Background: an optimization exercise with open tools, aiming at small area and few clock cycles. Do not read the settings as production practice. The RTL was checked by simulation tests, not by an equivalence proof against the original design. Power and IR drop assume default switching activity.

## build 71
// mmu_walk_engine
module mmu_walk_engine (
    input  wire        clk,
    input  wire        rst,
    input  wire        cmd_valid,
    output wire        cmd_ready,
    input  wire [31:0] cmd_word,
    input  wire [63:0] cmd_a0,
    input  wire [63:0] cmd_a1,
    input  wire [63:0] cmd_a2,
    output wire        mem_req_valid,
    output wire [47:0] mem_req_addr,
    input  wire        mem_rsp_valid,
    input  wire        mem_rsp_fail,
    input  wire [63:0] mem_rsp_data,
    output wire        reg_req_valid,
    output wire [2:0]  reg_req_sel,
    input  wire        reg_rsp_valid,
    input  wire        reg_rsp_fail,
    input  wire [63:0] reg_rsp_data,
    output wire        rec_valid,
    input  wire        rec_ready,
    output wire [3:0]  rec_type,
    output wire [1:0]  rec_level,
    output wire [8:0]  rec_index,
    output wire [47:0] rec_base,
    output wire [47:0] rec_ea,
    output wire [63:0] rec_raw,
    output wire [63:0] rec_desc,
    output wire [63:0] rec_prefix,
    output wire [11:0] rec_info
);
Settings: LEC_CHECK=0, CAP_MARGIN=20, CORE_MARGIN=2, CORE_UTILIZATION=40, PLACE_DENSITY=0.6, SLEW_MARGIN=20; clock period 10.0 ns.
run.sh (not shown) runs the stock make flow with config.mk's settings and CLKGATE_MAP_FILE= SYNTH_SCRIPT=/design/flow/synth_recipe.tcl, a recipe that flattens the netlist after the stock synthesis.
Testbench counts of build 71, summed over its fixed seeds: cycles 186,347.
[inputs] build 33 vs build 71
==> flow/flow/run.sh (new file) <==
#!/bin/bash
# Layout flow: the standard ORFS flow with two changes:
#  - the port buffers that global placement inserts on every input and output
#    are the smallest buffer cell (sky130_fd_sc_hd__buf_1);
#  - clock tree synthesis clusters the flip-flops in larger groups and inserts
#    no dummy load cells.
# The full output of the flow goes to flow_standard.log in this folder.
set -euo pipefail
bash standard.sh \
  "BUFFER_PORTS_ARGS=-buffer_cell sky130_fd_sc_hd__buf_1" \
  "CTS_ARGS=-sink_clustering_enable -repair_clock_nets -dont_use_dummy_load -sink_clustering_size 25 -sink_clustering_max_diameter 140 -buf_list sky130_fd_sc_hd__clkbuf_16" \
  finish > flow_standard.log 2>&1
==> flow/standard.sh (new file) <==
#!/bin/bash
# synth_recipe.tcl (not shown) runs the flow's synth.tcl, then flattens the netlist and writes it again
# the make line also repeats each setting of config.mk as NAME=value (left out here)
make -C /OpenROAD-flow-scripts/flow DESIGN_CONFIG=/design/flow/config.mk WORK_HOME=/design/flow/orfs CLKGATE_MAP_FILE= SYNTH_SCRIPT=/design/flow/synth_recipe.tcl "${@:-finish}"
--- a/flow/config.mk
+++ b/flow/config.mk
@@ -6,7 +6,7 @@
 export NUM_CORES = 4
 export LEC_CHECK = 0
-export CAP_MARGIN = 20
+export CAP_MARGIN = 5
 export CORE_MARGIN = 2
 export CORE_UTILIZATION = 40
 export PLACE_DENSITY = 0.6
-export SLEW_MARGIN = 20
+export SLEW_MARGIN = 5
removed: flow/run.sh
==> comparison <==
Number of vias after detailed routing delta (build 33 -> build 71): insignificant
Higher met3 routed wirelength was reported by build 33, not build 71.
Build 71 → build 33: proportion of power drawn by combinational gates moved down; utilization of the core after routing down 9.9 points.
Diff build 71 -> build 33: setup slack at placement went up 730 ps, share of cell area taken by multi-input logic gates +5.7 points.
#### Input delta (build 41 over build 33)
--- a/flow/flow/run.sh
+++ b/flow/flow/run.sh
@@ -9,4 +9,4 @@
 bash standard.sh \
   "BUFFER_PORTS_ARGS=-buffer_cell sky130_fd_sc_hd__buf_1" \
-  "CTS_ARGS=-sink_clustering_enable -repair_clock_nets -dont_use_dummy_load -sink_clustering_size 25 -sink_clustering_max_diameter 140 -buf_list sky130_fd_sc_hd__clkbuf_16" \
+  "CTS_ARGS=-sink_clustering_enable -repair_clock_nets -dont_use_dummy_load -sink_clustering_size 20 -sink_clustering_max_diameter 100 -buf_list sky130_fd_sc_hd__clkbuf_16" \
   finish > flow_standard.log 2>&1
[summary]
Global routing usage summed across all routing layers: build 41 > build 33. Reported for build 33 and build 41, number of distinct standard cells referenced by the synthesized netlist turned out identical to the last digit. Compared to build 33, build 41 reaches a higher achievable clock.
Changes in build 45 relative to build 41:
--- a/flow/flow/run.sh
+++ b/flow/flow/run.sh
@@ -9,4 +9,4 @@
 bash standard.sh \
   "BUFFER_PORTS_ARGS=-buffer_cell sky130_fd_sc_hd__buf_1" \
-  "CTS_ARGS=-sink_clustering_enable -repair_clock_nets -dont_use_dummy_load -sink_clustering_size 20 -sink_clustering_max_diameter 100 -buf_list sky130_fd_sc_hd__clkbuf_16" \
+  "CTS_ARGS=-sink_clustering_enable -repair_clock_nets -dont_use_dummy_load -sink_clustering_size 30 -sink_clustering_max_diameter 120 -buf_list sky130_fd_sc_hd__clkbuf_16" \
   finish > flow_standard.log 2>&1
Results
Build 45: all stages complete, timing, DRC and antenna checks passed
Internal power summed over all cells on build 45 is ahead of build 41.
From build 41 to build 45 the numbers moved as follows: wire length on met2 held steady; leakage power of the design has decreased.
Diff build 41 -> build 45: total power lost about 2.2%, buffer count from post-CTS setup fixing neither gained nor lost much, post-route worst hold slack picked up an extra 7.8 ps, number of nets in the finished design neither gained nor lost much, proportion of cell area spent on the clock network lost 0.66 points.
There was hardly any difference in global-route usage between build 45 and build 41.
## Diff of input files: build 94 against build 45
--- a/flow/flow/run.sh
+++ b/flow/flow/run.sh
@@ -9,4 +9,4 @@
 bash standard.sh \
   "BUFFER_PORTS_ARGS=-buffer_cell sky130_fd_sc_hd__buf_1" \
-  "CTS_ARGS=-sink_clustering_enable -repair_clock_nets -dont_use_dummy_load -sink_clustering_size 30 -sink_clustering_max_diameter 120 -buf_list sky130_fd_sc_hd__clkbuf_16" \
+  "CTS_ARGS=-sink_clustering_enable -repair_clock_nets -dont_use_dummy_load -sink_clustering_size 25 -sink_clustering_max_diameter 110 -buf_list sky130_fd_sc_hd__clkbuf_16" \
   finish > flow_standard.log 2>&1
--- outcome ---
- The smallest setup slack after layout in build 94 sits 28 ps above the value recorded for build 45.
- Met2 track demand over resource | build 94 below build 45
- Count of clock-buffer cells in the layout, build 94 and build 45: lower on build 45
- Build 94 was carried through to the last stage, and its layout satisfied the timing, DRC and antenna checks.

---

Another version of the RTL of mmu_walk_engine (not shown whole).
Size in the first run: ~1800 cells after synthesis, roughly 730 I/O pins.
// mmu_walk_engine
module mmu_walk_engine (
    input  wire        clk,
    input  wire        rst,
    input  wire        cmd_valid,
    output wire        cmd_ready,
    input  wire [31:0] cmd_word,
    input  wire [63:0] cmd_a0,
    input  wire [63:0] cmd_a1,
    input  wire [63:0] cmd_a2,
    output wire        mem_req_valid,
    output wire [47:0] mem_req_addr,
    input  wire        mem_rsp_valid,
    input  wire        mem_rsp_fail,
    input  wire [63:0] mem_rsp_data,
    output wire        reg_req_valid,
    output wire [2:0]  reg_req_sel,
    input  wire        reg_rsp_valid,
    input  wire        reg_rsp_fail,
    input  wire [63:0] reg_rsp_data,
    output wire        rec_valid,
    input  wire        rec_ready,
    output wire [3:0]  rec_type,
    output wire [1:0]  rec_level,
    output wire [8:0]  rec_index,
    output wire [47:0] rec_base,
    output wire [47:0] rec_ea,
    output wire [63:0] rec_raw,
    output wire [63:0] rec_desc,
    output wire [63:0] rec_prefix,
    output wire [11:0] rec_info
);
clock: 10.0 ns
lec_check: 0
cap_margin: 20
core_margin: 2
core_utilization: 40
cts_buf_list: sky130_fd_sc_hd__clkbuf_16
cts_cluster_diameter: 120
cts_cluster_size: 30
place_density: 0.6
slew_margin: 20
standard.sh (not shown) runs the stock make flow with config.mk's settings and CLKGATE_MAP_FILE= SYNTH_SCRIPT=/design/flow/synth_recipe.tcl, a recipe that flattens the netlist after the stock synthesis.
==> flow/flow/run.sh <==
#!/bin/bash
# Layout flow: the standard ORFS flow, with the port buffers that global
# placement inserts on every input and output made of the smallest buffer
# cell (sky130_fd_sc_hd__buf_1) instead of the cell the resizer picks.
# The full output of the flow goes to flow_standard.log in this folder.
set -euo pipefail
bash standard.sh "BUFFER_PORTS_ARGS=-buffer_cell sky130_fd_sc_hd__buf_1" finish > flow_standard.log 2>&1
Testbench counts at the start, summed over its fixed seeds: cycles 186,347.
==> next run, changes <==
==> flow/config.mk (replaced) <==
export PLATFORM = sky130hd
export DESIGN_NAME = mmu_walk_engine
export DESIGN_NICKNAME = mmu_walk_engine
export VERILOG_FILES = /design/flow/design.v
export SDC_FILE = /design/flow/constraint.sdc
export NUM_CORES = 4
export LEC_CHECK = 0
export CAP_MARGIN = 20
export CORE_MARGIN = 2
export CORE_UTILIZATION = 65
export CTS_BUF_LIST = sky130_fd_sc_hd__clkbuf_8
export CTS_CLUSTER_DIAMETER = 150
export CTS_CLUSTER_SIZE = 40
export PLACE_DENSITY = 0.75
export SLEW_MARGIN = 20
Effect: The new run stopped in I/O pin placement (3_2_place_iop) with PPL-0024. Area after synthesis does not change. Synthesized cell count is unchanged.
==> next run, changes <==
==> flow/flow/run.sh (replaced) <==
#!/bin/bash
# Layout flow: the standard ORFS flow with two changes:
#  - the port buffers that global placement inserts on every input and output
#    are the smallest buffer cell (sky130_fd_sc_hd__buf_1);
#  - clock tree synthesis clusters the flip-flops in larger groups and inserts
#    no dummy load cells.
# The full output of the flow goes to flow_standard.log in this folder.
set -euo pipefail
bash standard.sh \
  "BUFFER_PORTS_ARGS=-buffer_cell sky130_fd_sc_hd__buf_1" \
  "CTS_ARGS=-sink_clustering_enable -repair_clock_nets -dont_use_dummy_load -sink_clustering_size 20 -sink_clustering_max_diameter 100 -buf_list sky130_fd_sc_hd__clkbuf_16" \
  finish > flow_standard.log 2>&1
--- a/flow/config.mk
+++ b/flow/config.mk
@@ -8,8 +8,5 @@
 export CAP_MARGIN = 20
 export CORE_MARGIN = 2
-export CORE_UTILIZATION = 65
-export CTS_BUF_LIST = sky130_fd_sc_hd__clkbuf_8
-export CTS_CLUSTER_DIAMETER = 150
-export CTS_CLUSTER_SIZE = 40
-export PLACE_DENSITY = 0.75
+export CORE_UTILIZATION = 40
+export PLACE_DENSITY = 0.6
 export SLEW_MARGIN = 20
Result:
- Now the flow produced a clean layout
- synthesized cell count does not change
- area after synthesis is unchanged

separate check: timing with driven ports:
The results above use ideal ports. As a check the final layouts listed here were re-extracted and re-timed, cells and wires unchanged. Step 1 assumes that a clkbuf_16 drives the clock port and a buf_2 every other input. Step 2, shift: input delay + t, output delay - t, t = (earliest + latest rising clock arrival at the registers) / 2. This alone moves slack from input paths to output paths. a / b / c = ideal / step 1 / step 2; a / b = the first two.
run | t, ns | setup WS [ns] | clock arrival spread, ns
build 71 | 0.620 | 1.730 / 1.678 / 2.298 | 0.020 / 0.020
build 33 | 0.577 | 2.492 / 2.440 / 3.017 | 0.020 / 0.020
build 41 | 0.595 | 2.518 / 2.467 / 3.062 | 0.044 / 0.044
build 45 | 0.568 | 2.502 / 2.452 / 3.020 | 0.043 / 0.042
build 94 | 0.571 | 2.530 / 2.478 / 3.049 | 0.046 / 0.045
the first run of note 2 | 0.598 | 2.453 / 2.395 / 2.993 | 0.026 / 0.026
the third run of note 2 | 0.611 | 2.530 / 2.473 / 3.084 | 0.033 / 0.033
After both steps setup and hold are still met in every run listed.
